What follows belongs to an exercise in optimizing a design on an open flow for small area, a short achievable clock period and few clock cycles; a production flow would make more cautious choices.
The RTL was checked by simulation tests, not by an equivalence proof against the original design.
No activity file was given, so power comes from the tool's default toggle rates.

[flow/config.mk]
export PLATFORM = sky130hd
export DESIGN_NAME = rs32_codec
export DESIGN_NICKNAME = rs32_codec
export VERILOG_FILES = /design/flow/design.v
export SDC_FILE = /design/flow/constraint.sdc
export NUM_CORES = 4
export LEC_CHECK = 0
export CAP_MARGIN = 20
export CORE_MARGIN = 2
export CORE_UTILIZATION = 40
export SLEW_MARGIN = 20
[flow/constraint.sdc]
create_clock -name core_clock -period 13.0 [get_ports {clk}]
set_input_delay 2.6000 -clock core_clock [delete_from_list [all_inputs] [get_ports {clk}]]
set_output_delay 2.6000 -clock core_clock [all_outputs]
set_load 0.01 [all_outputs]
[flow/design.v]
module rs32_codec (
    input  wire        clk,
    input  wire        rst,
    input  wire        h_valid,
    input  wire        h_write,
    input  wire [7:0]  h_idx,
    input  wire [63:0] h_wdata,
    output wire        h_ready,
    output reg         h_rvalid,
    output reg  [63:0] h_rdata
);
    localparam [4:0] OP_NOP     = 5'h00, OP_GFADD   = 5'h01, OP_GFMUL  = 5'h02,
                     OP_GFEXP   = 5'h03, OP_GFLOG   = 5'h04, OP_SYMCH  = 5'h05,
                     OP_CHSYM   = 5'h06, OP_PERMRD  = 5'h07, OP_IDTODEC = 5'h08,
                     OP_DECTOID = 5'h09, OP_B10TO32 = 5'h0A, OP_B32TO10 = 5'h0B,
                     OP_RSPAR   = 5'h0C, OP_RSCHK   = 5'h0D, OP_FMT    = 5'h0E,
                     OP_PBEGIN  = 5'h0F, OP_PUTC    = 5'h10, OP_PEND   = 5'h11,
                     OP_ENCODE  = 5'h12, OP_DECODE  = 5'h13, OP_DECODED = 5'h14,
                     OP_CLRST   = 5'h15;
    localparam [2:0] B_IDLE = 3'd0,   
                     B_PRE  = 3'd1,   
                     B_INIT = 3'd2,   
                     B_CALC = 3'd3,   
                     B_FIN  = 3'd4,   
                     B_SWP  = 3'd5,   
                     B_SEV  = 3'd6;   
    function [4:0] xt;   
        input [4:0] x;
        xt = {x[3:0], 1'b0} ^ (x[4] ? 5'h05 : 5'h00);
    endfunction
    function [4:0] gmul;
        input [4:0] a;
        input [4:0] b;
        reg   [4:0] x;
        integer j;
        begin
            gmul = 5'd0;
            x = a;
            for (j = 0; j < 5; j = j + 1) begin
                if (b[j]) gmul = gmul ^ x;
                x = xt(x);
            end
        end
    endfunction
    function [4:0] antilog;
        input [4:0] n;
        case (n)
            5'd0:  antilog = 5'd1;   5'd1:  antilog = 5'd2;   5'd2:  antilog = 5'd4;
            5'd3:  antilog = 5'd8;   5'd4:  antilog = 5'd16;  5'd5:  antilog = 5'd5;
            5'd6:  antilog = 5'd10;  5'd7:  antilog = 5'd20;  5'd8:  antilog = 5'd13;
            5'd9:  antilog = 5'd26;  5'd10: antilog = 5'd17;  5'd11: antilog = 5'd7;
            5'd12: antilog = 5'd14;  5'd13: antilog = 5'd28;  5'd14: antilog = 5'd29;
            5'd15: antilog = 5'd31;  5'd16: antilog = 5'd27;  5'd17: antilog = 5'd19;
            5'd18: antilog = 5'd3;   5'd19: antilog = 5'd6;   5'd20: antilog = 5'd12;
            5'd21: antilog = 5'd24;  5'd22: antilog = 5'd21;  5'd23: antilog = 5'd15;
            5'd24: antilog = 5'd30;  5'd25: antilog = 5'd25;  5'd26: antilog = 5'd23;
            5'd27: antilog = 5'd11;  5'd28: antilog = 5'd22;  5'd29: antilog = 5'd9;
            5'd30: antilog = 5'd18;  default: antilog = 5'd1;
        endcase
    endfunction
    function [4:0] gflog;
        input [4:0] a;
        case (a)
            5'd1:  gflog = 5'd0;   5'd2:  gflog = 5'd1;   5'd3:  gflog = 5'd18;
            5'd4:  gflog = 5'd2;   5'd5:  gflog = 5'd5;   5'd6:  gflog = 5'd19;
            5'd7:  gflog = 5'd11;  5'd8:  gflog = 5'd3;   5'd9:  gflog = 5'd29;
            5'd10: gflog = 5'd6;   5'd11: gflog = 5'd27;  5'd12: gflog = 5'd20;
            5'd13: gflog = 5'd8;   5'd14: gflog = 5'd12;  5'd15: gflog = 5'd23;
            5'd16: gflog = 5'd4;   5'd17: gflog = 5'd10;  5'd18: gflog = 5'd30;
            5'd19: gflog = 5'd17;  5'd20: gflog = 5'd7;   5'd21: gflog = 5'd22;
            5'd22: gflog = 5'd28;  5'd23: gflog = 5'd26;  5'd24: gflog = 5'd21;
            5'd25: gflog = 5'd25;  5'd26: gflog = 5'd9;   5'd27: gflog = 5'd16;
            5'd28: gflog = 5'd13;  5'd29: gflog = 5'd14;  5'd30: gflog = 5'd24;
            5'd31: gflog = 5'd15;  default: gflog = 5'd0;
        endcase
    endfunction
    function [7:0] alpha;
        input [4:0] s;
        case (s)
            5'd0: alpha = 8'h32;  5'd1: alpha = 8'h33;  5'd2: alpha = 8'h34;  5'd3: alpha = 8'h35;
            5'd4: alpha = 8'h36;  5'd5: alpha = 8'h37;  5'd6: alpha = 8'h38;  5'd7: alpha = 8'h39;
            5'd8: alpha = 8'h41;  5'd9: alpha = 8'h42;  5'd10: alpha = 8'h43;  5'd11: alpha = 8'h44;
            5'd12: alpha = 8'h45;  5'd13: alpha = 8'h46;  5'd14: alpha = 8'h47;  5'd15: alpha = 8'h48;
            5'd16: alpha = 8'h4A;  5'd17: alpha = 8'h4B;  5'd18: alpha = 8'h4C;  5'd19: alpha = 8'h4D;
            5'd20: alpha = 8'h4E;  5'd21: alpha = 8'h50;  5'd22: alpha = 8'h51;  5'd23: alpha = 8'h52;
            5'd24: alpha = 8'h53;  5'd25: alpha = 8'h54;  5'd26: alpha = 8'h55;  5'd27: alpha = 8'h56;
            5'd28: alpha = 8'h57;  5'd29: alpha = 8'h58;  5'd30: alpha = 8'h59;  5'd31: alpha = 8'h5A;
            default: alpha = 8'h00;
        endcase
    endfunction
    function [5:0] index_of;
        input [7:0] c;
        case (c)
            8'h32: index_of = {1'b1, 5'd0};  8'h33: index_of = {1'b1, 5'd1};  8'h34: index_of = {1'b1, 5'd2};
            8'h35: index_of = {1'b1, 5'd3};  8'h36: index_of = {1'b1, 5'd4};  8'h37: index_of = {1'b1, 5'd5};
            8'h38: index_of = {1'b1, 5'd6};  8'h39: index_of = {1'b1, 5'd7};  8'h41: index_of = {1'b1, 5'd8};
            8'h42: index_of = {1'b1, 5'd9};  8'h43: index_of = {1'b1, 5'd10};  8'h44: index_of = {1'b1, 5'd11};
            8'h45: index_of = {1'b1, 5'd12};  8'h46: index_of = {1'b1, 5'd13};  8'h47: index_of = {1'b1, 5'd14};
            8'h48: index_of = {1'b1, 5'd15};  8'h4A: index_of = {1'b1, 5'd16};  8'h4B: index_of = {1'b1, 5'd17};
            8'h4C: index_of = {1'b1, 5'd18};  8'h4D: index_of = {1'b1, 5'd19};  8'h4E: index_of = {1'b1, 5'd20};
            8'h50: index_of = {1'b1, 5'd21};  8'h51: index_of = {1'b1, 5'd22};  8'h52: index_of = {1'b1, 5'd23};
            8'h53: index_of = {1'b1, 5'd24};  8'h54: index_of = {1'b1, 5'd25};  8'h55: index_of = {1'b1, 5'd26};
            8'h56: index_of = {1'b1, 5'd27};  8'h57: index_of = {1'b1, 5'd28};  8'h58: index_of = {1'b1, 5'd29};
            8'h59: index_of = {1'b1, 5'd30};  8'h5A: index_of = {1'b1, 5'd31};
            default: index_of = 6'd0;
        endcase
    endfunction
    function i_isdec;   
        input [7:0] i;
        casez (i) 8'b0001_????, 8'b0010_00??: i_isdec = 1'b1; default: i_isdec = 1'b0; endcase
    endfunction
    function i_iscw;    
        input [7:0] i;
        casez (i) 8'b0011_????, 8'b0100_0000: i_iscw = 1'b1; default: i_iscw = 1'b0; endcase
    endfunction
    function i_isstr;   
        input [7:0] i;
        casez (i) 8'b0101_????, 8'b0110_00??: i_isstr = 1'b1; default: i_isstr = 1'b0; endcase
    endfunction
    function i_isstrp;  
        input [7:0] i;
        casez (i) 8'b0101_101?, 8'b0101_110?: i_isstrp = 1'b1; default: i_isstrp = 1'b0; endcase
    endfunction
    function i_isps;    
        input [7:0] i;
        i_isps = (i[7:3] == 5'b00001);
    endfunction
    function i_islow;   
        input [7:0] i;
        i_islow = (i[7:3] == 5'b00000) && (i[2:0] != 3'b111);
    endfunction
    function op_heavy;  
        input [4:0] o;
        case (o)
            5'h09, 5'h0A, 5'h0B, 5'h0C, 5'h0D, 5'h0E, 5'h0F, 5'h10, 5'h11, 5'h12, 5'h13, 5'h14:
                op_heavy = 1'b1;
            default: op_heavy = 1'b0;
        endcase
    endfunction
    function [4:0] perm;
        input [4:0] d;
        case (d)
            5'd0:  perm = 5'd3;   5'd1:  perm = 5'd2;   5'd2:  perm = 5'd1;
            5'd3:  perm = 5'd0;   5'd4:  perm = 5'd7;   5'd5:  perm = 5'd6;
            5'd6:  perm = 5'd5;   5'd7:  perm = 5'd4;   5'd8:  perm = 5'd13;
            5'd9:  perm = 5'd14;  5'd10: perm = 5'd15;  5'd11: perm = 5'd16;
            5'd12: perm = 5'd12;  5'd13: perm = 5'd8;   5'd14: perm = 5'd9;
            5'd15: perm = 5'd10;  5'd16: perm = 5'd11;  default: perm = 5'd0;
        endcase
    endfunction
    function [19:0] synw;
        input [4:0] k;
        case (k)
            5'd0: synw = {5'd1, 5'd1, 5'd1, 5'd1};
            5'd1: synw = {5'd16, 5'd8, 5'd4, 5'd2};
            5'd2: synw = {5'd13, 5'd10, 5'd16, 5'd4};
            5'd3: synw = {5'd14, 5'd26, 5'd10, 5'd8};
            5'd4: synw = {5'd27, 5'd14, 5'd13, 5'd16};
            5'd5: synw = {5'd12, 5'd31, 5'd17, 5'd5};
            5'd6: synw = {5'd30, 5'd3, 5'd14, 5'd10};
            5'd7: synw = {5'd22, 5'd24, 5'd29, 5'd20};
            5'd8: synw = {5'd2, 5'd30, 5'd27, 5'd13};
            5'd9: synw = {5'd5, 5'd11, 5'd3, 5'd26};
            5'd10: synw = {5'd26, 5'd18, 5'd12, 5'd17};
            5'd11: synw = {5'd28, 5'd4, 5'd21, 5'd7};
            5'd12: synw = {5'd19, 5'd5, 5'd30, 5'd14};
            5'd13: synw = {5'd31, 5'd6, 5'd15, 5'd11};
            5'd14: synw = {5'd6, 5'd21, 5'd25, 5'd22};
            5'd15: synw = {5'd15, 5'd25, 5'd11, 5'd9};
            5'd16: synw = {5'd11, 5'd22, 5'd9, 5'd18};
            default: synw = 20'd0;
        endcase
    endfunction
    function [3:0] kdig;
        input [4:0] i;
        case (i)
            5'd0: kdig = 4'd3;  5'd1: kdig = 4'd6;  5'd2: kdig = 4'd8;  5'd3: kdig = 4'd9;
            5'd4: kdig = 4'd3;  5'd5: kdig = 4'd4;  5'd6: kdig = 4'd8;  5'd7: kdig = 4'd8;
            5'd8: kdig = 4'd1;  5'd9: kdig = 4'd4;  5'd10: kdig = 4'd7; 5'd11: kdig = 4'd4;
            5'd12: kdig = 4'd1; 5'd13: kdig = 4'd9; 5'd14: kdig = 4'd1; 5'd15: kdig = 4'd0;
            5'd16: kdig = 4'd3; 5'd17: kdig = 4'd2; 5'd18: kdig = 4'd3; default: kdig = 4'd2;
        endcase
    endfunction
    function [19:0] lfsr;
        input [19:0] p;
        input [4:0]  s;
        reg   [4:0]  fb;
        begin
            fb   = s ^ p[19:15];
            lfsr = {p[14:10] ^ gmul(fb, 5'd30), p[9:5] ^ gmul(fb, 5'd6),
                    p[4:0] ^ gmul(fb, 5'd9), gmul(fb, 5'd17)};
        end
    endfunction
    function [3:0] dadj;
        input [3:0] d;
        case (d)
            4'd5: dadj = 4'd8;   4'd6: dadj = 4'd9;   4'd7: dadj = 4'd10;
            4'd8: dadj = 4'd11;  4'd9: dadj = 4'd12;  4'd10: dadj = 4'd13;
            4'd11: dadj = 4'd14; 4'd12: dadj = 4'd15; 4'd13: dadj = 4'd0;
            4'd14: dadj = 4'd1;  4'd15: dadj = 4'd2;  default: dadj = d;
        endcase
    endfunction
    function [79:0] dd1;
        input [79:0] a;
        input        b;
        reg   [79:0] t;
        integer j;
        begin
            for (j = 0; j < 20; j = j + 1)
                t[4*j +: 4] = dadj(a[4*j +: 4]);
            dd1 = {t[78:0], b};
        end
    endfunction
    function [9:0] dcount;
        input [79:0] a;
        integer g, n;
        begin
            dcount = {5'd1, jcode(0)};
            for (g = 1; g < 20; g = g + 1) begin
                n = g + 1;
                if (a[4*g +: 4] != 4'd0) dcount = {n[4:0], jcode(g)};
            end
        end
    endfunction
    function [4:0] jcode;
        input integer j;
        integer m;
        begin
            m = j % 5;
            jcode = {j[1:0], m[2:0]};
        end
    endfunction
    function [4:0] jsub;
        input [4:0] a;
        input [4:0] b;
        integer u, v, m;
        begin
            jsub[4:3] = a[4:3] - b[4:3];
            jsub[2:0] = 3'd0;
            for (u = 0; u < 5; u = u + 1)
                for (v = 0; v < 5; v = v + 1) begin
                    m = (u - v + 5) % 5;
                    if (a[2:0] == u && b[2:0] == v) jsub[2:0] = m[2:0];
                end
        end
    endfunction
    function [3:0] scount;
        input [64:0] c;
        integer g;
        begin
            scount = 4'd1;
            for (g = 1; g < 13; g = g + 1)
                if (c[5*g +: 5] != 5'd0) scount = g + 1;
        end
    endfunction
    reg [15:0]  cmd_q;
    reg [1:0]   tag_q;
    reg         valid_q;
    reg         ovf_q;
    reg [1:0]   fault_q;
    reg [4:0]   cnt_q;
    reg [7:0]   res_q;
    reg [63:0]  id_q;
    reg [63:0]  dflt_q;
    reg [4:0]   declen_q;
    reg [79:0]  dig_q;     
    reg [4:0]   dec_off;   
    reg [3:0]   b32len_q;
    reg [84:0]  cw_q;      
    reg [19:0]  p_q;       
    reg [19:0]  syn_q;     
    reg [84:0]  str_q;     
    wire [15:0] status = {3'b000, cnt_q, 1'b0, fault_q, 1'b0, ovf_q, valid_q, tag_q};
    reg         conv_busy, conv_fin, conv_cw;
    reg [5:0]   conv_r;    
    reg [1:0]   conv_pr;   
    reg         par_busy, par_enc, par_go;
    reg [2:0]   par_s;
    reg [9:0]   par_f;     
    reg [2:0]   bst;
    reg [4:0]   bop;
    reg [4:0]   e_i;
    reg [4:0]   e_j;       
    reg [4:0]   e_k;
    reg [4:0]   e_kw;      
    reg [1:0]   e_ph;      
    reg [8:0]   e_tq;      
    reg         e_lasti;   
    reg         e_swv;     
    reg [4:0]   e_sym;     
    reg [3:0]   e_dig;     
    reg [3:0]   e_c;
    reg [1:0]   e_h;
    reg         cmp_eq, cmp_gt;
    reg         sv64;
    reg         blong;     
    reg [19:0]  t_q;       
    reg         t_ok;      
    wire busy = (bst != B_IDLE);
    reg         s1_v, s1_wr;
    reg [7:0]   s1_idx;
    reg [63:0]  s1_wd;
    reg         s1_cdec, s1_cid, s1_ccw, s1_cpar, s1_clong, s1_cswp, s1_cst, s1_cpst;
    reg         h_ready_q;
    wire [4:0] in_op  = h_wdata[15:11];
    wire       in_cmd = h_write && (h_idx == 8'h00);
    wire       in_cw  = i_iscw(h_idx);
    wire in_cdec = (h_idx == 8'h05) || i_isdec(h_idx) ||
                   (in_cmd && (in_op == OP_DECTOID || in_op == OP_B10TO32));
    wire in_cid  = (h_write && h_idx == 8'h03) || (in_cmd && in_op == OP_DECODED);
    wire in_ccw  = (h_write && in_cw) || (in_cmd && (in_op == OP_PBEGIN || in_op == OP_PUTC));
    wire in_cpar = (h_idx == 8'h06) || (h_idx[7:2] == 6'b000010) || in_cw || i_isstrp(h_idx) ||
                   (in_cmd && op_heavy(in_op));
    wire in_clong = in_cmd && (in_op == OP_DECTOID || in_op == OP_B10TO32);
    wire in_cswp  = in_cmd && (in_op == OP_RSCHK || in_op == OP_PEND || in_op == OP_DECODE ||
                               in_op == OP_DECODED);
    wire in_cst   = in_cmd && (in_op == OP_IDTODEC || in_op == OP_ENCODE || in_op == OP_B32TO10 ||
                               in_op == OP_DECODE || in_op == OP_DECODED);
    wire in_cpst  = in_cmd && (in_op == OP_ENCODE || in_op == OP_RSPAR);
    wire stall = busy || (par_busy && s1_cpar) ||
                 (conv_busy && (s1_cdec || (conv_cw ? s1_ccw : s1_cid)));
    assign h_ready = h_ready_q;
    wire t_use_now = t_ok && (cnt_q == 5'd17);
    wire n_v     = h_ready_q ? h_valid  : (s1_v && stall);
    wire n_cdec  = h_ready_q ? in_cdec  : s1_cdec;
    wire n_cid   = h_ready_q ? in_cid   : s1_cid;
    wire n_ccw   = h_ready_q ? in_ccw   : s1_ccw;
    wire n_cpar  = h_ready_q ? in_cpar  : s1_cpar;
    wire n_clong = h_ready_q ? in_clong : s1_clong;
    wire p_cst   = (s1_v && s1_cst) || (bst == B_SEV);
    wire p_conv  = conv_busy || p_cst;
    wire p_par   = par_busy || (s1_v && s1_cpst);
    wire p_busy  = busy || (s1_v && (s1_clong || (s1_cswp && !t_use_now)));
    wire p_long  = blong || (s1_v && s1_clong);
    wire p_cconf = n_cdec || (p_cst ? (n_ccw || n_cid) : (conv_cw ? n_ccw : n_cid));
    wire ready_n = !p_long && !(n_v && (n_clong || p_busy || (p_par && n_cpar) || (p_conv && p_cconf)));
    always @(posedge clk) begin
        if (rst)            s1_v <= 1'b0;
        else if (h_ready_q) s1_v <= h_valid;
        else if (!stall)    s1_v <= 1'b0;
        h_ready_q <= rst || ready_n;
        if (h_ready_q) begin
            s1_wr   <= h_write;
            s1_idx  <= h_idx;
            s1_wd   <= h_wdata;
            s1_cdec <= in_cdec;
            s1_cid  <= in_cid;
            s1_ccw  <= in_ccw;
            s1_cpar <= in_cpar;
            s1_clong <= in_clong;
            s1_cswp <= in_cswp;
            s1_cst  <= in_cst;
            s1_cpst <= in_cpst;
        end
    end
    wire ex    = s1_v && !stall;
    wire ex_rd = ex && !s1_wr;
    wire ex_wr = ex && s1_wr && (fault_q == 2'd0);
    wire [4:0] op   = s1_wd[15:11];
    wire [4:0] w_a  = s1_wd[9:5];
    wire [4:0] w_b  = s1_wd[4:0];
    wire [7:0] w_c  = s1_wd[7:0];
    reg w_legal;
    always @(*) begin
        case (op)
            OP_GFADD, OP_GFMUL:                      w_legal = (s1_wd[10] == 1'b0);
            OP_GFEXP, OP_GFLOG, OP_SYMCH, OP_PERMRD: w_legal = (s1_wd[10:5] == 6'd0);
            OP_CHSYM, OP_PUTC:                       w_legal = (s1_wd[10:8] == 3'd0);
            default: w_legal = !(op[4] && (op[3] || (op[2] && op[1]))) && (s1_wd[10:0] == 11'd0);
        endcase
    end
    wire i_dec  = i_isdec(s1_idx);
    wire i_cw   = i_iscw(s1_idx);
    wire rd_ok  = i_islow(s1_idx) || i_isps(s1_idx) || i_dec || i_cw || i_isstr(s1_idx);
    wire wr_rw  = (s1_idx == 8'h00) || (s1_idx == 8'h03) || (s1_idx == 8'h04) ||
                  (s1_idx == 8'h05) || i_dec || i_cw;
    wire ex_cmd = ex_wr && (s1_idx == 8'h00);
    wire do_c   = ex_cmd && w_legal;
    wire c_pend    = do_c && (op == OP_PEND || op == OP_DECODE || op == OP_DECODED);
    wire c_rschk   = do_c && op == OP_RSCHK;
    wire c_putc    = do_c && op == OP_PUTC;
    wire c_encode  = do_c && op == OP_ENCODE;
    wire c_pbegin  = do_c && op == OP_PBEGIN;
    wire c_fmt     = do_c && op == OP_FMT;
    wire [5:0] w_sym = index_of(w_c);
    wire [4:0] host_i = s1_idx[5] ? {3'b100, s1_idx[1:0]} : {1'b0, s1_idx[3:0]};
    integer q;
    reg  [4:0] host_ic;
    always @(*) begin
        host_ic = jcode(0);
        for (q = 0; q < 20; q = q + 1)
            if (host_i == q) host_ic = jcode(q);
    end
    wire [4:0] host_j = jsub(dec_off, host_ic);
    reg        rd_v;
    reg [7:0]  rd_idx;
    reg [4:0]  rd_j;
    always @(posedge clk) begin
        rd_idx <= s1_idx;
        rd_j   <= host_j;
        if (rst) begin
            rd_v     <= 1'b0;
            h_rvalid <= 1'b0;
        end else begin
            rd_v     <= ex_rd;
            h_rvalid <= rd_v;
        end
    end
    wire [4:0] port_k = busy ? e_k : {rd_idx == 8'h40, rd_idx[3:0]};
    reg  [4:0] sel_sym;
    always @(*) begin
        sel_sym = 5'd0;
        for (q = 0; q < 17; q = q + 1)
            sel_sym = sel_sym | (cw_q[5*q +: 5] & {5{port_k == q}});
    end
    wire [4:0] port_j = busy ? e_j : rd_j;
    reg  [3:0] dp_dig;
    always @(*) begin
        dp_dig = 4'd0;
        for (q = 0; q < 20; q = q + 1)
            dp_dig = dp_dig | (dig_q[4*q +: 4] & {4{port_j == jcode(q)}});
    end
    reg  [4:0] str_sym;
    always @(*) begin
        case (rd_idx[4:0])
            5'h10: str_sym = str_q[5*0 +: 5];   5'h11: str_sym = str_q[5*1 +: 5];
            5'h12: str_sym = str_q[5*2 +: 5];   5'h13: str_sym = str_q[5*3 +: 5];
            5'h15: str_sym = str_q[5*4 +: 5];   5'h16: str_sym = str_q[5*5 +: 5];
            5'h17: str_sym = str_q[5*6 +: 5];   5'h18: str_sym = str_q[5*7 +: 5];
            5'h1A: str_sym = str_q[5*8 +: 5];   5'h1B: str_sym = str_q[5*9 +: 5];
            5'h1C: str_sym = str_q[5*10 +: 5];  5'h1D: str_sym = str_q[5*11 +: 5];
            5'h1F: str_sym = str_q[5*12 +: 5];  5'h00: str_sym = str_q[5*13 +: 5];
            5'h01: str_sym = str_q[5*14 +: 5];  5'h02: str_sym = str_q[5*15 +: 5];
            5'h03: str_sym = str_q[5*16 +: 5];  default: str_sym = 5'd0;
        endcase
    end
    reg [63:0] rd_val;
    always @(*) begin
        rd_val = 64'd0;
        if (rd_idx == 8'h00)      rd_val[15:0] = cmd_q;
        else if (rd_idx == 8'h01) rd_val[15:0] = status;
        else if (rd_idx == 8'h02) rd_val[7:0] = res_q;
        else if (rd_idx == 8'h03) rd_val = id_q;
        else if (rd_idx == 8'h04) rd_val = dflt_q;
        else if (rd_idx == 8'h05) rd_val[4:0] = declen_q;
        else if (rd_idx == 8'h06) rd_val[3:0] = b32len_q;
        else if (rd_idx[7:2] == 6'b000010) begin
            case (rd_idx[1:0])
                2'd0: rd_val[4:0] = p_q[4:0];   2'd1: rd_val[4:0] = p_q[9:5];
                2'd2: rd_val[4:0] = p_q[14:10]; default: rd_val[4:0] = p_q[19:15];
            endcase
        end
        else if (rd_idx[7:2] == 6'b000011) begin
            case (rd_idx[1:0])
                2'd0: rd_val[4:0] = syn_q[4:0];   2'd1: rd_val[4:0] = syn_q[9:5];
                2'd2: rd_val[4:0] = syn_q[14:10]; default: rd_val[4:0] = syn_q[19:15];
            endcase
        end
        else if (i_isdec(rd_idx)) rd_val[3:0] = dp_dig;
        else if (i_iscw(rd_idx))  rd_val[4:0] = sel_sym;
        else if (rd_idx == 8'h54 || rd_idx == 8'h59 || rd_idx == 8'h5E) rd_val[7:0] = 8'h2D;
        else if (i_isstr(rd_idx)) rd_val[7:0] = alpha(str_sym);
    end
    always @(posedge clk) h_rdata <= rd_val;
    reg  [4:0]  pk;
    always @(*) pk = perm(cnt_q);
    wire [4:0]  m_sym = busy ? e_sym : w_sym[4:0];
    wire [19:0] m_w   = synw(busy ? e_kw : pk);
    wire [19:0] m_v   = {gmul(m_sym, m_w[19:15]), gmul(m_sym, m_w[14:10]),
                         gmul(m_sym, m_w[9:5]),   gmul(m_sym, m_w[4:0])};
    reg [9:0] par_fn;
    always @(*) begin
        par_fn = 10'd0;
        for (q = 0; q < 7; q = q + 1)
            if (par_s == q)
                par_fn = {(q == 0) ? 5'd0 : cw_q[5*(13-2*q) +: 5], cw_q[5*(12-2*q) +: 5]};
    end
    wire [19:0] p_n     = lfsr(lfsr(p_q, par_f[9:5]), par_f[4:0]);
    wire        par_end = par_busy && par_go && (par_s == 3'd7);
    wire [65:0] csrc = conv_cw ? {1'b0, cw_q[64:0]} : {2'b00, id_q};
    reg  [1:0]  cpair_n;
    always @(*) begin
        cpair_n = 2'd0;
        for (q = 0; q < 33; q = q + 1)
            cpair_n = cpair_n | (csrc[2*q +: 2] & {2{conv_r == q + 1}});
    end
    wire [79:0] a_base = (conv_r == 6'd33) ? 80'd0 : dig_q;
    wire [79:0] a_dd   = dd1(dd1(a_base, conv_pr[1]), conv_pr[0]);
    wire [9:0]  d_n    = dcount(dig_q);
    wire [8:0]  e_t    = {1'b0, e_sym, 3'b000} + {3'b000, e_sym, 1'b0} +
                         {5'd0, (e_k == 5'd0) ? e_dig : e_c};
    wire        e_last_k = (e_k == 5'd12);
    wire        e_last_i = e_lasti;
    wire [4:0]  e_jn     = jsub(e_j, jcode(1));
    wire [3:0]  kd     = kdig(e_i);
    wire        nx_eq  = cmp_eq && (e_dig == kd);
    wire        nx_gt  = cmp_gt || (cmp_eq && e_dig > kd);
    wire        sev    = (bst == B_SEV);
    wire [19:0] ev_s   = sev ? syn_q : t_q;
    wire        ev_ok  = (ev_s == 20'd0);
    wire [4:0]  ev_op  = sev ? bop : op;
    wire        t_use  = t_ok && (cnt_q == 5'd17);
    wire        ev_now = (c_pend && tag_q == 2'd0 && cnt_q == 5'd17 && t_use) ||
                         (c_rschk && t_use);
    wire        ev     = ev_now || sev;
    wire        declen_bad = (declen_q == 5'd0) ||
                             (declen_q[4] && (declen_q[3] || (declen_q[2] && (declen_q[1] || declen_q[0]))));
    wire        putc_w  = c_putc && tag_q == 2'd0 && w_sym[5] && cnt_q != 5'd17;
    wire        host_cw = ex_wr && i_cw;
    wire [4:0]  host_k  = {s1_idx == 8'h40, s1_idx[3:0]};
    wire        calc    = (bst == B_CALC) && e_ph[1];
    wire [4:0]  cw_wd   = calc ? e_tq[4:0] : putc_w ? w_sym[4:0] : s1_wd[4:0];
    wire [4:0]  cw_wk   = calc ? e_k : putc_w ? pk : host_k;
    wire        cw_load = c_encode || (bst == B_FIN && bop == OP_DECTOID);
    wire [64:0] cw_ld   = {(c_encode ? 1'b0 : sv64), id_q};
    wire        cw_clr  = (bst == B_INIT);
    integer x;
    always @(posedge clk) begin
        for (x = 0; x < 17; x = x + 1) begin
            if (c_pbegin || (cw_clr && x < 13))
                cw_q[5*x +: 5] <= 5'd0;
            else if (cw_load && x < 13)
                cw_q[5*x +: 5] <= cw_ld[5*x +: 5];
            else if (par_end && x >= 13)
                cw_q[5*x +: 5] <= p_n[5*(x-13) +: 5];
            else if ((calc || putc_w || host_cw) && cw_wk == x)
                cw_q[5*x +: 5] <= cw_wd;
        end
        for (x = 0; x < 17; x = x + 1) begin
            if (perm(x) < 5'd13) begin
                if (c_encode)   str_q[5*x +: 5] <= cw_ld[5*perm(x) +: 5];
                else if (c_fmt) str_q[5*x +: 5] <= cw_q[5*perm(x) +: 5];
            end else begin
                if (par_end && par_enc) str_q[5*x +: 5] <= p_n[5*(perm(x)-13) +: 5];
                else if (c_fmt)         str_q[5*x +: 5] <= cw_q[5*perm(x) +: 5];
            end
        end
    end
    always @(posedge clk) e_lasti <= (e_i == declen_q - 5'd1);
    always @(posedge clk) begin
        if (conv_busy) begin
            if (conv_fin) begin
                declen_q  <= d_n[9:5];
                dec_off   <= d_n[4:0];
                conv_busy <= 1'b0;
            end else begin
                dig_q   <= a_dd;
                conv_pr <= cpair_n;
                conv_r  <= conv_r - 6'd1;
                if (conv_r == 6'd0) conv_fin <= 1'b1;
            end
        end
        if (par_busy) begin
            par_f  <= par_fn;
            par_s  <= par_s + 3'd1;
            par_go <= 1'b1;
            if (par_go) p_q <= p_n;
            else        p_q <= 20'd0;
            if (!par_go && par_enc) b32len_q <= scount(cw_q[64:0]);
            if (par_end) par_busy <= 1'b0;
        end
        if (ex_rd && !rd_ok && fault_q == 2'd0) fault_q <= 2'd3;
        if (ex_wr) begin
            if (!wr_rw) begin
                fault_q <= 2'd3;
            end else if (s1_idx == 8'h03) begin
                id_q <= s1_wd;
            end else if (s1_idx == 8'h04) begin
                dflt_q <= s1_wd;
            end else if (s1_idx == 8'h05) begin
                declen_q <= s1_wd[4:0];
            end else if (i_dec) begin
                for (x = 0; x < 20; x = x + 1)
                    if (host_j == jcode(x)) dig_q[4*x +: 4] <= s1_wd[3:0];
            end else if (i_cw) begin
                t_ok <= 1'b0;
            end else begin
                cmd_q <= s1_wd[15:0];
                if (!w_legal) begin
                    fault_q <= 2'd1;
                end else begin
                    case (op)
                    OP_GFADD:  res_q <= {3'b0, w_a ^ w_b};
                    OP_GFMUL:  res_q <= {3'b0, gmul(w_a, w_b)};
                    OP_GFEXP:  res_q <= {3'b0, antilog(w_b)};
                    OP_GFLOG:  if (w_b == 5'd0) fault_q <= 2'd2;
                               else res_q <= {3'b0, gflog(w_b)};
                    OP_SYMCH:  res_q <= alpha(w_b);
                    OP_CHSYM:  res_q <= w_sym[5] ? {3'b0, w_sym[4:0]} : 8'hFF;
                    OP_PERMRD: if (w_b[4] && w_b[3:0] != 4'd0) fault_q <= 2'd2;
                               else res_q <= {3'b0, perm(w_b)};
                    OP_IDTODEC, OP_ENCODE, OP_B32TO10: begin
                        conv_busy  <= 1'b1;
                        conv_fin   <= 1'b0;
                        conv_r     <= 6'd33;
                        conv_pr    <= 2'd0;
                        conv_cw    <= (op == OP_B32TO10);
                        if (op == OP_ENCODE) begin
                            par_busy <= 1'b1;
                            par_enc  <= 1'b1;
                            par_go   <= 1'b0;
                            par_s    <= 3'd0;
                            t_ok     <= 1'b0;
                        end
                    end
                    OP_DECTOID, OP_B10TO32: begin
                        if (declen_bad) fault_q <= 2'd2;
                        else begin
                            bst    <= B_PRE;
                            e_ph   <= 2'd0;
                            blong  <= 1'b1;
                            bop    <= op;
                            e_i    <= 5'd0;
                            e_j    <= dec_off;
                            cmp_eq <= 1'b1;
                            cmp_gt <= 1'b0;
                        end
                    end
                    OP_RSPAR: begin
                        par_busy <= 1'b1;
                        par_enc  <= 1'b0;
                        par_go   <= 1'b0;
                        par_s    <= 3'd0;
                        t_ok     <= 1'b0;
                    end
                    OP_RSCHK: begin
                        if (!t_use) begin
                            bst   <= B_SWP;
                            bop   <= op;
                            e_k   <= 5'd0;
                            e_swv <= 1'b0;
                        end
                    end
                    OP_PBEGIN: begin
                        cnt_q <= 5'd0;
                        tag_q <= 2'd0;
                        t_q   <= 20'd0;
                        t_ok  <= 1'b1;
                    end
                    OP_PUTC: begin
                        if (tag_q == 2'd0 && w_sym[5]) begin
                            if (cnt_q == 5'd17) tag_q <= 2'd1;
                            else begin
                                cnt_q <= cnt_q + 5'd1;
                                t_q   <= t_q ^ m_v;
                            end
                        end
                    end
                    OP_PEND, OP_DECODE, OP_DECODED: begin
                        if (tag_q != 2'd0) begin
                            if (op == OP_DECODED) begin
                                id_q  <= dflt_q;
                                tag_q <= 2'd0;
                            end
                        end else if (cnt_q != 5'd17) begin
                            if (op == OP_DECODED) id_q <= dflt_q;
                            else tag_q <= 2'd2;
                        end else if (!t_use) begin
                            bst   <= B_SWP;
                            bop   <= op;
                            e_k   <= 5'd0;
                            e_swv <= 1'b0;
                        end
                    end
                    OP_CLRST: begin
                        tag_q <= 2'd0;
                        ovf_q <= 1'b0;
                    end
                    default: ;
                    endcase
                end
            end
        end
        if (ev) begin
            syn_q   <= ev_s;
            valid_q <= ev_ok;
            if (ev_op != OP_RSCHK) begin
                if (!ev_ok) begin
                    if (ev_op == OP_DECODED) id_q <= dflt_q;
                    else tag_q <= 2'd2;
                end else if (ev_op != OP_PEND) begin
                    id_q       <= cw_q[63:0];
                    ovf_q      <= cw_q[64];
                    conv_busy  <= 1'b1;
                    conv_fin   <= 1'b0;
                    conv_r     <= 6'd33;
                    conv_pr    <= 2'd0;
                    conv_cw    <= 1'b1;
                end
            end
        end
        case (bst)
        B_IDLE: ;
        B_PRE: begin
            e_ph  <= {1'b0, !e_ph[0]};
            e_dig <= dp_dig;
            if (e_ph[0]) begin
                if (e_dig[3] && (e_dig[2] || e_dig[1])) begin
                    fault_q <= 2'd2;
                    bst     <= B_IDLE;
                    blong   <= 1'b0;
                end else begin
                    if (bop == OP_B10TO32 && declen_q == 5'd20) begin
                        cmp_eq <= nx_eq;
                        cmp_gt <= nx_gt;
                    end
                    e_i <= e_i + 5'd1;
                    e_j <= e_jn;
                    if (e_last_i) begin
                        if (bop == OP_B10TO32 && declen_q == 5'd20 && (nx_eq || nx_gt)) begin
                            fault_q <= 2'd2;
                            bst     <= B_IDLE;
                            blong   <= 1'b0;
                        end else begin
                            bst <= B_INIT;
                        end
                    end
                end
            end
        end
        B_INIT: begin
            if (bop == OP_DECTOID) begin
                id_q <= cw_q[63:0];
                sv64 <= cw_q[64];
            end
            t_ok <= 1'b0;
            e_i  <= 5'd0;
            e_j  <= dec_off;
            e_k  <= 5'd0;
            e_c  <= 4'd0;
            e_h  <= 2'd0;
            e_ph <= 2'd0;
            bst  <= B_CALC;
        end
        B_CALC: begin
            e_ph  <= e_ph[1] ? 2'd0 : e_ph + 2'd1;
            e_sym <= sel_sym;
            e_dig <= dp_dig;
            e_tq  <= e_t;
            if (e_ph[1]) begin
                e_c <= e_tq[8:5];
                if (e_last_k) begin
                    e_h <= {e_h[0], 1'b0} + e_tq[6:5];
                    e_k <= 5'd0;
                    e_i <= e_i + 5'd1;
                    e_j <= e_jn;
                    if (e_last_i) bst <= B_FIN;
                end else begin
                    e_k <= e_k + 5'd1;
                end
            end
        end
        B_FIN: begin
            if (bop == OP_DECTOID) begin
                id_q  <= cw_q[63:0];
                ovf_q <= cw_q[64] || (e_h != 2'd0);
            end else begin
                b32len_q <= scount(cw_q[64:0]);
            end
            bst   <= B_IDLE;
            blong <= 1'b0;
        end
        B_SWP: begin
            e_sym <= sel_sym;
            e_kw  <= e_k;
            e_swv <= 1'b1;
            e_k   <= e_k + 5'd1;
            if (e_swv) begin
                syn_q <= ((e_kw == 5'd0) ? 20'd0 : syn_q) ^ m_v;
                if (e_kw == 5'd16) bst <= B_SEV;
            end
        end
        B_SEV: begin
            bst <= B_IDLE;
        end
        default: bst <= B_IDLE;
        endcase
        if (rst) begin
            cmd_q     <= 16'd0;
            tag_q     <= 2'd0;
            valid_q   <= 1'b0;
            ovf_q     <= 1'b0;
            fault_q   <= 2'd0;
            cnt_q     <= 5'd0;
            dec_off   <= 5'd0;
            conv_busy <= 1'b0;
            par_busy  <= 1'b0;
            bst       <= B_IDLE;
            blong     <= 1'b0;
            t_q       <= 20'd0;
            t_ok      <= 1'b1;
        end
    end
endmodule
[flow/run.sh]
#!/bin/bash
# synth_recipe.tcl (not shown) runs the flow's synth.tcl, then flattens the netlist and writes it again
# the make line also repeats each setting of config.mk as NAME=value (left out here)
make -C /OpenROAD-flow-scripts/flow DESIGN_CONFIG=/design/flow/config.mk WORK_HOME=/design/flow/orfs CLKGATE_MAP_FILE= SYNTH_SCRIPT=/design/flow/synth_recipe.tcl finish
==> results.json <==
{
  "status": "no timing/DRC/antenna violations",
  "worstSkewPairLatency_ns": 0.71,
  "finalNetCount": 5724,
  "synth_warnings": 18,
  "path_cells": "buf_4 -> nor2b_1 -> and2_1 -> buf_4 -> mux2i_1 -> nand4_1 -> nor3_1 -> o211ai_1 -> or2_1 -> nand2b_4 -> a22oi_1 -> o21ai_0",
  "finalCriticalPeriod_ns": 5.14,
  "area_growth_pct": 11.8,
  "synthesis.area_sq_mm": 0.0489,
  "synth_seq_area_share": 0.378,
  "first_iter_violations": 6867,
  "startpoint_type": "flip-flop",
  "cts.sinks": 774,
  "peakVddDrop_v": 0.0000934,
  "fmax_mhz": 194,
  "track_usage": 0.297,
  "rsz0062_at_grt": "false",
  "rows": 128,
  "place.gp.congestion": 1.03,
  "finalPower_mw": 6.51,
  "setup_violations": 0,
  "grt_pass1_vias": 41700,
  "period_share": 0.396,
  "ant_nets": 0,
  "ys_async_sr_fraction": 0,
  "clockBufferDepth": 3,
  "yosysMostFrequentCell": "nand2_1",
  "final_max_slew_viol_count": 0,
  "cts-root-buf": "clkbuf_16",
  "clkPwrFrac": 0.415,
  "synthTopCellsByCount": "523 x nand2_1, 477 x nor2_1, 476 x o21ai_0",
  "fin_tns_setup_ns": 0,
  "synthTopCellsByArea": "dfxtp_1 19%, edfxtp_1 18%, mux2i_1 5.5%, o21ai_0 4.9%, a21oi_1 4.4%",
  "cts_buffers": 90,
  "port_buffers": 141,
  "wirelength_microns": 194000,
  "vias_per_cell": 6.41,
  "cpPeakStageDelay_ns": 0.96,
  "power_density_mw_per_mm2": 119,
  "worst_slew_margin_rel": 0.212,
  "synth_area_per_cell_sq_um": 8.59,
  "worst_pin_slew_ns": 1.17,
  "drc": 0,
  "die_w_microns": 354,
  "yosys.area.top_type": "dfxtp_1",
  "grt_max_degree": 104,
  "vias": 46600,
  "syn_nets": 5847,
  "wl_per_cell_microns": 26.7,
  "path_class": "flip-flop to flip-flop",
  "drv_cap": 0,
  "p_seq_frac": 0.437,
  "slowest_stage": "nor3_1",
  "start_util": 0.403,
  "finish.utilization": 0.450,
  "cp_data_required_time_ns": 13.63,
  "power_frac_comb": 0.148,
  "die_y_microns": 354,
  "drive_gt1_frac": 0.0933,
  "syn_inst": 5695,
  "n_fill_cell": 11800,
  "die-area_sq_mm": 0.125,
  "grt_pass1_wl_microns": 284000,
  "synth-main-ff-cell": "dfxtp_1",
  "critPathCaptureType": "flip-flop",
  "synth.distinct_cells": 100,
  "p_leak_nw": 19.6,
  "firstDrtPassIters": 9,
  "finalHoldViolCount": 0,
  "hp-class": "flip-flop to flip-flop",
  "switching_share": 0.301,
  "postCtsSetupRepairBufs": 0,
  "cts_tree": "done",
  "ys_ff_latch": 774,
  "skew_ns": 0.0468,
  "overflow": 0,
  "cp_common_cell": "buf_4",
  "antenna_found_initial": 8,
  "p_switching_mw": 1.96,
  "cts_max_level": 3,
  "design.core.area_sq_mm": 0.122,
  "io_pins": 142,
  "internal_power_mw": 4.55,
  "cts.clk_slew.worst_paths_ns": 0.06,
  "hpwlAfterDp_microns": 138000,
  "crit_arrival_ns": 5.77,
  "cp_max_fo": 63,
  "cts-resized-gates": 0,
  "synth-edff-count": 301,
  "cts_hold_buf": 0,
  "synth_top_area_frac": 0.193
}
## routing by layer
metal / GRT usage / up-vias / share of wire
li1: - / 21100 / -
met1: 0.433 / 22600 / 0.44
met2: 0.434 / 2468 / 0.43
met3: 0.0672 / 393 / 0.10
met4: 0.0877 / 12 / 0.031
met5: 0 / - / 0.00047
## worst paths after layout
kind	start	end	slack [ns]	cells after the start
max reg2reg	bst[1]$_SDFF_PP0_	id_q[41]$_DFF_P_	7.86	12
min	s1_wd[35]$_DFFE_PP_	dflt_q[35]$_DFFE_PP_	0.45	0
max	bst[1]$_SDFF_PP0_	id_q[41]$_DFF_P_	7.86	12
min reg2reg	s1_wd[35]$_DFFE_PP_	dflt_q[35]$_DFFE_PP_	0.45	0
## cell families after synthesis
kind of cell	synth area share
mux	0.101
buf+inv	0.0455
fa+ha+maj	0.0199
flops	0.378
simple gates	0.168
xor+xnor	0.0353
compound gates	0.252
## power by group through the flow
| stage | clock network, mW | registers (mW) | logic, mW |
|---|---|---|---|
| floorplan | 0 | 2.72 | 0.757 |
| global placement | 0 | 2.88 | 0.924 |
| detailed placement | 0 | 2.88 | 0.933 |
| CTS | 2.73 | 2.83 | 0.938 |
| global route | 2.82 | 2.85 | 1.05 |
| finish | 2.70 | 2.85 | 0.963 |
## through the flow
stage | cells | setup slack, ns | cell area (sq um) | hold WS, ns
floorplan | 5695 | 4.32 | 48900 | 0.346
finish | 7276 | 7.86 | 54700 | 0.449
CTS | 7273 | 7.69 | 54700 | 0.450
detailed placement | 7104 | 7.65 | 51500 | 0.436
global placement | 7104 | 7.54 | 51500 | 0.433
global route | 7274 | 7.43 | 54700 | 0.459
## cell type report
cell class	instances	area, sq um	share of cell area
diodes	2	5.00	0.0000915
clock buffers	120	2610	0.0477
clock inverters	49	543	0.00993
inverters	116	435	0.00796
multi-input cells	4347	28400	0.519
flip-flops and latches	774	18500	0.339
well taps	1625	2030	0.0372
repair buffers	243	2180	0.0398
## state kept, by name, summed over array words and instances (netlist names), 6 cells and up, named ones only
register  cells
str_q        85
dflt_q       64
conv_r        6
e_tq          9
par_f        10
s1_wd        64
cw_q         85
h_rdata      64
id_q         64
rd_idx        8
p_q          20
s1_idx        8
t_q          20
res_q         8
syn_q        20
cmd_q        16
dig_q        80
## cells in the final DEF (no fill, tap or decap), types with 74 or more instances in the layout
| cell type | count |
|---|---|
| nand2_1 | 523 |
| nor2_1 | 474 |
| o21ai_0 | 473 |
| dfxtp_1 | 467 |
| a21oi_1 | 434 |
| edfxtp_1 | 301 |
| mux2i_1 | 265 |
| a22oi_1 | 196 |
| mux2_2 | 158 |
| clkdlybuf4s50_1 | 140 |
| nand3_1 | 129 |
| xnor2_1 | 122 |
| a22o_1 | 120 |
| nor3_1 | 116 |
| inv_1 | 112 |
| o22ai_1 | 101 |
| buf_4 | 101 |
| clkbuf_16 | 95 |
| a31oi_1 | 80 |
| nor2b_1 | 74 |
| ha_1 | 74 |
## critical path, delay by kind of cell, from the launching register on
kind | cells | cell delay [ns]
AO/OA/AOI/OAI | 3 | 0.54
buffers and inverters | 2 | 0.77
flip-flops | 1 | 0.35
multiplexers | 1 | 0.35
AND/OR/NAND/NOR | 6 | 2.90
Testbench counts, summed over its fixed seeds: cycles 9,278.

[port drivers added, routing unchanged]
The results above use ideal ports. As a check the final layout listed here was re-extracted and re-timed, cells and wires unchanged. Step 1: set_driving_cell puts a clkbuf_16 on clk and a buf_2 on each other input, an assumption about the parent block. Step 2 also shifts input and output timing later by t, the mid clock arrival at the registers, as if the neighbouring blocks saw the same clock. Slacks: no drivers / after step 1 / after step 2; pairs: no drivers / after step 1.
t (ns): 0.767
setup slack, ns: 7.857 / 7.857 / 7.566
hold slack, ns: 0.449 / 0.449 / 0.449
worst data-port slew with drivers (ns): 0.10
After both steps this run still meets setup and hold. For this run, drivers alone change the setup slack by 0.000 ns; drivers and shift together by -0.291 ns.
